This design comes from an exercise in tuning for small area on the open sky130 flow, not from production work. Only simulation tests tie the RTL to the original design; equivalence was not proved. Power figures rest on the tool's default switching activity, not on a simulated workload.

## P
## btqc
module btqc (
    input  wire         clk,
    input  wire         rst,           
    input  wire         cmd_valid,
    output wire         cmd_ready,
    input  wire [127:0] cmd_data,
    output wire         resp_valid,
    output reg  [31:0]  resp_data,
    output wire         ev_valid,
    output wire [3:0]   ev_kind,
    output reg  [31:0]  ev_data,
    input  wire         ev_ack,
    input  wire [15:0]  ev_rdata
);
Settings: LEC_CHECK=0, CAP_MARGIN=20, CORE_MARGIN=2, CORE_UTILIZATION=40, CTS_BUF_LIST=sky130_fd_sc_hd__clkbuf_16, CTS_CLUSTER_DIAMETER=100, CTS_CLUSTER_SIZE=25, SLEW_MARGIN=20; clock period 10.0 ns.
run.sh (not shown) runs the stock make flow with config.mk's settings and CLKGATE_MAP_FILE= SYNTH_SCRIPT=/design/flow/synth_recipe.tcl, a recipe that flattens the netlist after the stock synthesis.
What Q does differently from P at the input level:
-- flow/design.v --
<<< P, line 137
    wire [6:0]  ps_hi1  = ps_hi1_f[6:0];
    wire [22:0] ss      = hs ? {ps_hi1, 16'd0} : ps;           
    wire [24:0] pdadj_f = addf({8'd0, pd}, {8'd0, hs ? ps[15:0] : ~ps[15:0]}, !hs);
    wire [15:0] sd      = pd;
    wire [24:0] remw_f  = addf({8'd0, ~ps[15:0]}, 24'd0, 1'b1);
    wire [15:0] remw    = remw_f[15:0];                        
>>> Q, line 137
    wire [6:0]  ps_hi1  = ps_hi1_f[6:0];
    wire [22:0] ss      = hs ? {ps_hi1, 16'd0} : ps;           
    wire [24:0] hid_f   = addf({8'd0, pd}, {8'd0, ~ps[15:0]}, 1'b1);
    wire [15:0] sd      = hs ? hid_f[15:0] : pd;               
    wire [24:0] remw_f  = addf({8'd0, ~ps[15:0]}, 24'd0, 1'b1);
    wire [15:0] remw    = remw_f[15:0];                        
<<< P, line 227
                    hs <= 1'b0;
                    pl <= remw;
                    pd <= pdadj_f[15:0];
                end
            end
>>> Q, line 227
                    hs <= 1'b0;
                    pl <= remw;
                end
            end
<<< P, line 303
                if (!f_fl) begin
                    pl  <= p_plen;
                    if (p_cross) pd <= pdadj_f[15:0];
                    hs  <= p_cross;
                    two <= p_cross;
>>> Q, line 302
                if (!f_fl) begin
                    pl  <= p_plen;
                    hs  <= p_cross;
                    two <= p_cross;
<<< P, line 446
                    hs    <= 1'b0;
                    pl    <= remw;
                    pd    <= pdadj_f[15:0];
                    usex  <= 1'b0;
                    swm   <= 1'b0;
>>> Q, line 444
                    hs    <= 1'b0;
                    pl    <= remw;
                    usex  <= 1'b0;
                    swm   <= 1'b0;
- Looking at total power, Q sits above P.
- Global-route met2 utilization delta for Q relative to P: 1.6 points higher
- Delta (Q minus P): highest attainable clock frequency decreased 1.8 MHz; met3 demand-to-capacity share in global routing decreased 0.56 points.
- Number of cells on the critical path went down by a little under 10% going from P to Q.
- Cell count after synthesis: lower on Q


== job 101 ==
Another version of the RTL of btqc (not shown whole).
Size: ~3300 cells after synthesis, ~1400 flip-flops, ~220 I/O pins, ~0.041 mm² of cells after synthesis.
export LEC_CHECK = 0
export CAP_MARGIN = 20
export CORE_MARGIN = 2
export CORE_UTILIZATION = 40
export SLEW_MARGIN = 20
create_clock -name core_clock -period 10.0 [get_ports {clk}]
standard.sh (not shown) runs the stock make flow with config.mk's settings and CLKGATE_MAP_FILE= SYNTH_SCRIPT=/design/flow/synth_recipe.tcl, a recipe that flattens the netlist after the stock synthesis.
==> flow/flow/run.sh <==
#!/bin/bash
# The standard ORFS layout (standard.sh), with three changes:
#  - synthesis is ORFS's own synthesis script (standard.sh synth), but ABC
#    maps the logic with an area-only script (flow/abc_area.script: ifraig, dc2, dch +
#    amap, no buffering or sizing); flip-flops are mapped before ABC runs,
#    so the registers are those of the standard synthesis
#  - the input and output port buffers are the smallest buffer cell (buf_1)
#  - clock tree: clkbuf_8 leaf clusters of up to 16 sinks within 50 um, no dummy loads
# Each make run's whole output goes to its own log (synth.log, standard.log);
# ORFS keeps each step's log under orfs/logs/.
set -euo pipefail
rm -rf scripts_area
cp -r "$FLOW_HOME/scripts" scripts_area
cp flow/abc_area.script scripts_area/abc_speed.script
export BUFFER_PORTS_ARGS="-buffer_cell sky130_fd_sc_hd__buf_1"
export CTS_ARGS="-sink_clustering_enable -repair_clock_nets -buf_list sky130_fd_sc_hd__clkbuf_8 -sink_clustering_size 16 -sink_clustering_max_diameter 50 -dont_use_dummy_load"
bash standard.sh SCRIPTS_DIR="$PWD/scripts_area" synth > synth.log 2>&1
bash standard.sh > standard.log 2>&1
==> flow/flow/abc_area.script <==
strash
ifraig
dc2
dch -f
amap
strash
dch -f
amap
topo
stime -c
For job 102, these inputs were changed with respect to job 101:
--- a/flow/design.v
+++ b/flow/design.v
@@ -44,40 +44,38 @@
     reg [4:0]  effcap;         
     reg [4:0]  qcount;
     reg [3:0]  ovfidx;
     reg [19:0] qb;             
     reg        bok;            
     reg [19:0] bh;             
     reg        cfg_autoflush, cfg_ignover, cfg_hwdis, cfg_perbatch;
     localparam RW = 73;
     reg [16*RW-1:0] ring;
     reg [3:0]       ph;
     wire [RW-1:0]   rout = ring[16*RW-1:15*RW];
-    wire [RW-1:0]   r14  = ring[15*RW-1:14*RW];     
     reg [22:0] ps;             
     reg [15:0] pd;             
     reg [15:0] pl;             
     reg [15:0] pst;            
     reg [1:0]  pc;             
     reg [15:0] xr;             
     reg [15:0] kr;             
     reg        f_fl, f_xf, f_fill, f_copy, f_swc, f_enq;
     reg        hs;             
     reg        two;            
     reg        e2;             
     reg        usex;           
     reg        swm;            
     reg        taken, batchopen;
     reg        rbit;
     reg [1:0]  rsel;
-    reg        lr;             
     reg [1:0]  wcnt;           
     reg [4:0]  wq;             
     function [24:0] addf;
         input [23:0] a, b;
         input        ci;
         integer i;
         reg c;
         begin
             c = ci;
             for (i = 0; i < 24; i = i + 1) begin
                 addf[i] = a[i] ^ b[i] ^ c;
@@ -190,59 +188,52 @@
             default: resp_data = {28'd0, ovfidx};
         endcase
     end
     wire [15:0] elen   = e2 ? remw : pl;
     wire [24:0] qb_f   = addf({4'd0, qb}, {8'd0, elen}, 1'b0);
     wire [19:0] qb_new = qb_f[19:0];
     wire        eover  = bok && gtf({4'd0, qb_new}, {4'd0, bh});
     wire        epend  = cfg_autoflush && (qb_new != 20'd0);
     wire [4:0]  nflush  = (ovfidx != 4'd0 && cfg_ignover) ? {1'b0, ovfidx} : qcount;
     wire        fl_done = (wq == nflush);
     wire        fl_hit  = (ph == wq[3:0]);
-    wire [24:0] ph_inc = addf({20'd0, ph}, 24'd0, 1'b1);
-    wire        fl_pre  = (ph_inc[3:0] == wq[3:0]);
     wire        rwr   = (wcnt != 2'd0) && (ph == wq[3:0]);
     wire [RW-1:0] rin = {pc, pst, pl, sd, ss};
     always @(posedge clk) begin
         ring <= {ring[15*RW-1:0], rwr ? rin : rout};
     end
+    wire [24:0] ph_inc = addf({20'd0, ph}, 24'd0, 1'b1);
     wire [24:0] wq_inc = addf({19'd0, wq}, 24'd0, 1'b1);
     wire [24:0] kr_inc = addf({8'd0, kr}, 24'd0, 1'b1);
     wire [24:0] pl_dec = addf({8'd0, pl}, 24'hFFFFFF, 1'b0);
     wire unit_end = ev_fire && (
         (state == S_W4 && (swm ? (pl == 16'd0) :
                            (!f_fill && ((f_fl && cfg_perbatch) || taken)))) ||
         (state == S_DW16 && (swm ? (pl == 16'd1) : taken)) ||
         (state == S_RESUME));
     always @(posedge clk) begin
         if (rst) begin
             state         <= S_IDLE;
             effcap        <= 5'd0;
             qcount        <= 5'd0;
             ovfidx        <= 4'd0;
             qb            <= 20'd0;
             bok           <= 1'b0;
             cfg_autoflush <= 1'b0;
             cfg_ignover   <= 1'b0;
             cfg_hwdis     <= 1'b0;
             cfg_perbatch  <= 1'b0;
             wcnt          <= 2'd0;
             ph            <= 4'd0;
-            lr            <= 1'b0;
         end else begin
             ph <= ph_inc[3:0];
-            if (lr) begin
-                {pc, pst, pl, pd, ps} <= rout;
-                wq <= wq_inc[4:0];
-                lr <= 1'b0;
-            end
             if (rwr) begin
                 wq   <= wq_inc[4:0];
                 wcnt <= {wcnt[1] & wcnt[0], ~wcnt[0]};
                 if (hs) begin
                     hs <= 1'b0;
                     pl <= remw;
                 end
             end
             case (state)
             S_IDLE: begin
                 if (acc) begin
@@ -375,22 +366,24 @@
                     else begin
                         usex <= 1'b1;
                         if (f_xf && cfg_hwdis) begin
                             swm   <= 1'b1;
                             state <= S_SETSTEP;
                         end else
                             state <= S_W1;
                     end
                 end
             end
             S_SETSTEP: begin
+                if (swm)
+                    kr <= hs ? 16'd0 : {f_fl ? w2[23:16] : ps[15:8], ps[7:0]};
                 if (ev_fire) state <= swm ? S_W4 : S_W1;
             end
             S_W1: begin
                 if (ev_fire) state <= f_fill ? S_SUFFIX : S_W2;
             end
             S_W2: begin
                 if (ev_fire) state <= S_W3;
             end
             S_W3: begin
                 if (ev_fire)
                     state <= f_copy ? S_SUFFIX :
@@ -402,24 +395,22 @@
             S_TAKEN: begin
                 if (ev_fire) begin
                     taken <= ev_rdata[0];
                     if (f_fl && cfg_perbatch) batchopen <= 1'b1;
                     state <= S_HALT;
                 end
             end
             S_HALT: begin
                 if (ev_fire) state <= S_W4;
             end
             S_W4: begin
-                if (swm)
-                    kr <= hs ? 16'd0 : {f_fl ? w2[23:16] : ps[15:8], ps[7:0]};
                 if (ev_fire) begin
                     if (swm)
                         state <= S_SRCRD;
                     else if (f_fill)
                         state <= S_DW16;
                     else
                         state <= S_RESUME;
                 end
             end
             S_DW16: begin
                 if (ev_fire) begin
@@ -465,23 +456,17 @@
                     state <= S_RESP;
             end
             if ((state == S_SLOT && f_fl) || (unit_end && f_fl) ||
                 (state == S_GETSTEP && f_fl && ev_fire)) begin
                 if (fl_done)
                     state <= (batchopen && !taken) ? S_RESUMEB : S_SETSTEPF;
                 else if (fl_hit) begin
                     {pc, pst, pl, pd, ps} <= rout;
                     wq    <= wq_inc[4:0];
                     swm   <= cfg_hwdis;
                     state <= cfg_hwdis ? S_SETSTEP : S_W1;
-                end else if (fl_pre) begin
-                    pl       <= r14[54:39];
-                    pst[7:0] <= r14[62:55];
-                    lr       <= 1'b1;
-                    swm      <= cfg_hwdis;
-                    state    <= cfg_hwdis ? S_SETSTEP : S_W1;
                 end else
                     state <= S_SLOT;
             end
         end
     end
 endmodule
### Flow results
Side by side, wire length the detailed router placed on met1 turned out lower in job 102 than in job 101. Job 101 has a higher first-pass GRT wire length than job 102. Core area: job 102 better than job 101. Job 102 vs job 101 on post-route minimum period: job 102 is the higher one. On utilization, job 101 tracks job 102 almost exactly. Summary — cell total after placement, job 102 relative to job 101: lower, by 226. Job 102 vs. job 101: inserted tap cell count went down by 5.2%. Compared job 101 against job 102; post-CTS clock slew at the launch and capture registers of the worst setup and hold paths within noise. Job 102 and job 101 ended up with roughly the same post-DP HPWL. Summary of job 102 over job 101: biggest fanout along the worst timing path has decreased, number of antenna violations at the first check in global routing has decreased, power has decreased, clock tree buffer count of the final layout has increased.


Another version of the RTL of btqc (not shown whole).
Size in the first run: ~3200 cells after synthesis, roughly 220 I/O pins, roughly 40000 µm² of cells after synthesis.
export LEC_CHECK = 0
export CAP_MARGIN = 20
export CORE_MARGIN = 2
export CORE_UTILIZATION = 40
export SLEW_MARGIN = 20
create_clock -name core_clock -period 10.0 [get_ports {clk}]
Scripts as last shown in full above: flow/flow/run.sh, flow/flow/abc_area.script
The baseline completed with no timing, DRC or antenna violations.
Next try:
--- a/flow/design.v
+++ b/flow/design.v
@@ -9,58 +9,57 @@
     output wire         ev_valid,
     output wire [3:0]   ev_kind,
     output reg  [31:0]  ev_data,
     input  wire         ev_ack,
     input  wire [15:0]  ev_rdata
 );
     localparam OP_INIT   = 8'h01, OP_SETCFG = 8'h02, OP_ENQ   = 8'h03,
                OP_CLRQ   = 8'h04, OP_QSIZE  = 8'h05, OP_QBYTES = 8'h06,
                OP_QOVF   = 8'h07, OP_FLUSH  = 8'h08, OP_XFER  = 8'h09,
                OP_FILL   = 8'h0A, OP_COPY   = 8'h0B, OP_SWCOPY = 8'h0C;
-    localparam [5:0] S_SLOT    = 6'b00_0000,    
-                     S_PREP    = 6'b00_0000,    
+    localparam [5:0] S_IDLE    = 6'b00_0000,
                      S_RESP    = 6'b01_0000,
                      S_ENQ     = 6'b10_0000,
-                     S_IDLE    = 6'b11_0000,
+                     S_SLOT    = 6'b11_0000,
+                     S_PREP    = 6'b11_0000,    
                      S_W1      = 6'b00_0001,    
                      S_W2      = 6'b01_0001,
                      S_W3      = 6'b10_0001,
                      S_W4      = 6'b11_0001,
                      S_SUFFIX  = 6'b00_0010,    
                      S_DW16    = 6'b00_0011,    
                      S_WAIT    = 6'b00_0100,    
                      S_GETSTEP = 6'b00_0101,    
                      S_SETSTEP = 6'b00_0110,    
                      S_SETSTEPF= 6'b01_0110,    
                      S_TAKEN   = 6'b00_0111,    
                      S_HALT    = 6'b00_1000,    
                      S_RESUME  = 6'b00_1001,    
                      S_RESUMEB = 6'b01_1001,    
                      S_SRCRD   = 6'b00_1010,    
                      S_PEND    = 6'b00_1011;    
     reg [5:0] state;
-    wire   slot_ev;
+    wire   slot_ev;            
     assign ev_kind  = slot_ev ? (cfg_hwdis ? 4'd6 : 4'd1) : state[3:0];
     assign ev_valid = (|state[3:0]) || slot_ev;
     wire   ev_fire  = ev_valid && ev_ack;
     reg [4:0]  effcap;         
     reg [4:0]  qcount;
     reg [3:0]  ovfidx;
     reg [19:0] qb;             
     reg        bok;            
     reg [19:0] bh;             
     reg        cfg_autoflush, cfg_ignover, cfg_hwdis, cfg_perbatch;
     localparam RW = 73;
     reg [16*RW-1:0] ring;
     reg [3:0]       ph;
     wire [RW-1:0]   rout = ring[16*RW-1:15*RW];
-    wire [RW-1:0]   r14  = ring[15*RW-1:14*RW];     
     reg [22:0] ps;             
     reg [15:0] pd;             
     reg [15:0] pl;             
     reg [15:0] pst;            
     reg [1:0]  pc;             
     reg [15:0] xr;             
     reg [15:0] kr;             
     reg        f_fl, f_xf, f_fill, f_copy, f_swc, f_enq;
     reg        hs;             
     reg        two;            
@@ -162,31 +161,41 @@
                           {f_fl ? 8'h00 : pst[15:8], pst[7:0]};
     reg [31:0] cw;
     always @* begin
         case (state[5:4])
             2'd0:    cw = w1;
             2'd1:    cw = w2;
             2'd2:    cw = w3;
             default: cw = trig;
         endcase
     end
+    reg [31:0] ev_st;
     always @* begin
-        ev_data[31:24] = cw[31:24];
-        ev_data[23:16] = (ev_kind == S_SRCRD[3:0]) ? {ahi, kr[15]} : cw[23:16];
-        case (ev_kind)
-            4'd1:    ev_data[15:0] = cw[15:0];
-            4'd2:    ev_data[15:0] = {8'h97, f_fill ? 8'h80 : 8'hC0};
-            4'd3:    ev_data[15:0] = f_fl ? pst : xr;
-            4'd10:   ev_data[15:0] = {kr[14:0], 1'b0};
-            default: ev_data[15:0] = stepout;
+        ev_st[31:24] = cw[31:24];
+        ev_st[23:16] = (state[3:0] == S_SRCRD[3:0]) ? {ahi, kr[15]} : cw[23:16];
+        case (state[3:0])
+            4'd1:    ev_st[15:0] = cw[15:0];
+            4'd2:    ev_st[15:0] = {8'h97, f_fill ? 8'h80 : 8'hC0};
+            4'd3:    ev_st[15:0] = f_fl ? pst : xr;
+            4'd10:   ev_st[15:0] = {kr[14:0], 1'b0};
+            default: ev_st[15:0] = stepout;
         endcase
     end
+    wire [15:0] r_len  = rout[54:39];
+    wire [7:0]  r_step = rout[62:55];
+    always @* begin
+        if (slot_ev)
+            ev_data = {8'h94, r_len[15:8], cfg_hwdis ? 8'h00 : 8'h93,
+                       cfg_hwdis ? r_step : r_len[7:0]};
+        else
+            ev_data = ev_st;
+    end
     assign cmd_ready  = (state == S_IDLE) && (wcnt == 2'd0);
     assign resp_valid = (state == S_RESP);
     always @* begin
         case (rsel)
             2'd0: resp_data = {31'd0, rbit};
             2'd1: resp_data = {27'd0, qcount};
             2'd2: resp_data = {11'd0, qb, 1'b0};
             default: resp_data = {28'd0, ovfidx};
         endcase
     end
@@ -463,19 +472,16 @@
                 if (fl_done)
                     state <= (batchopen && !taken) ? S_RESUMEB : S_SETSTEPF;
                 else if (fl_hit) begin
                     {pc, pst, pl, pd, ps} <= rout;
                     wq    <= wq_inc[4:0];
                     swm   <= cfg_hwdis;
                     if (slot_ev && ev_ack)       
                         state <= cfg_hwdis ? S_W4 : S_W2;
                     else
                         state <= cfg_hwdis ? S_SETSTEP : S_W1;
-                end else begin
-                    pl       <= r14[54:39];
-                    pst[7:0] <= r14[62:55];
-                    state    <= S_SLOT;
-                end
+                end else
+                    state <= S_SLOT;
             end
         end
     end
 endmodule
=> Hold slack got worse by 0.012 ns; via count barely changes; total power goes down by 0.91%; final area goes up by 0.36%; utilization is about the same.

## port drivers added, routing unchanged
In the flow no input, the clock included, has a driving cell. The finished layouts below were timed again as built, in two steps.
Step 1, drivers: a clkbuf_16 drives clk and a buf_2 each remaining input, both assumed.
Step 2 also shifts input and output timing later by t, the mid clock arrival at the registers, as if the neighbouring blocks saw the same clock.
Slacks: ideal ports / drivers / drivers and shift; pairs: ideal ports / drivers.
run	t, ns	setup slack, ns	hold WS [ns]	latest minus earliest clock arrival (ns)	worst data-port slew with drivers (ns)
P	0.717	0.397 / 0.397 / 0.397	0.304 / 0.304 / 0.304	0.043 / 0.044	0.11
Q	0.734	0.231 / 0.161 / 0.291	0.309 / 0.309 / 0.309	0.053 / 0.053	0.05
job 101	0.823	0.304 / 0.233 / 0.411	0.272 / 0.272 / 0.272	0.112 / 0.112	0.13
job 102	0.825	0.197 / 0.137 / 0.411	0.262 / 0.262 / 0.262	0.086 / 0.086	0.12
the first run of note 3	0.831	0.211 / 0.148 / 0.419	0.267 / 0.267 / 0.267	0.109 / 0.110	0.15
the second run of note 3	0.813	0.218 / 0.151 / 0.432	0.254 / 0.254 / 0.254	0.124 / 0.124	0.11
After both steps every run listed still meets setup and hold.
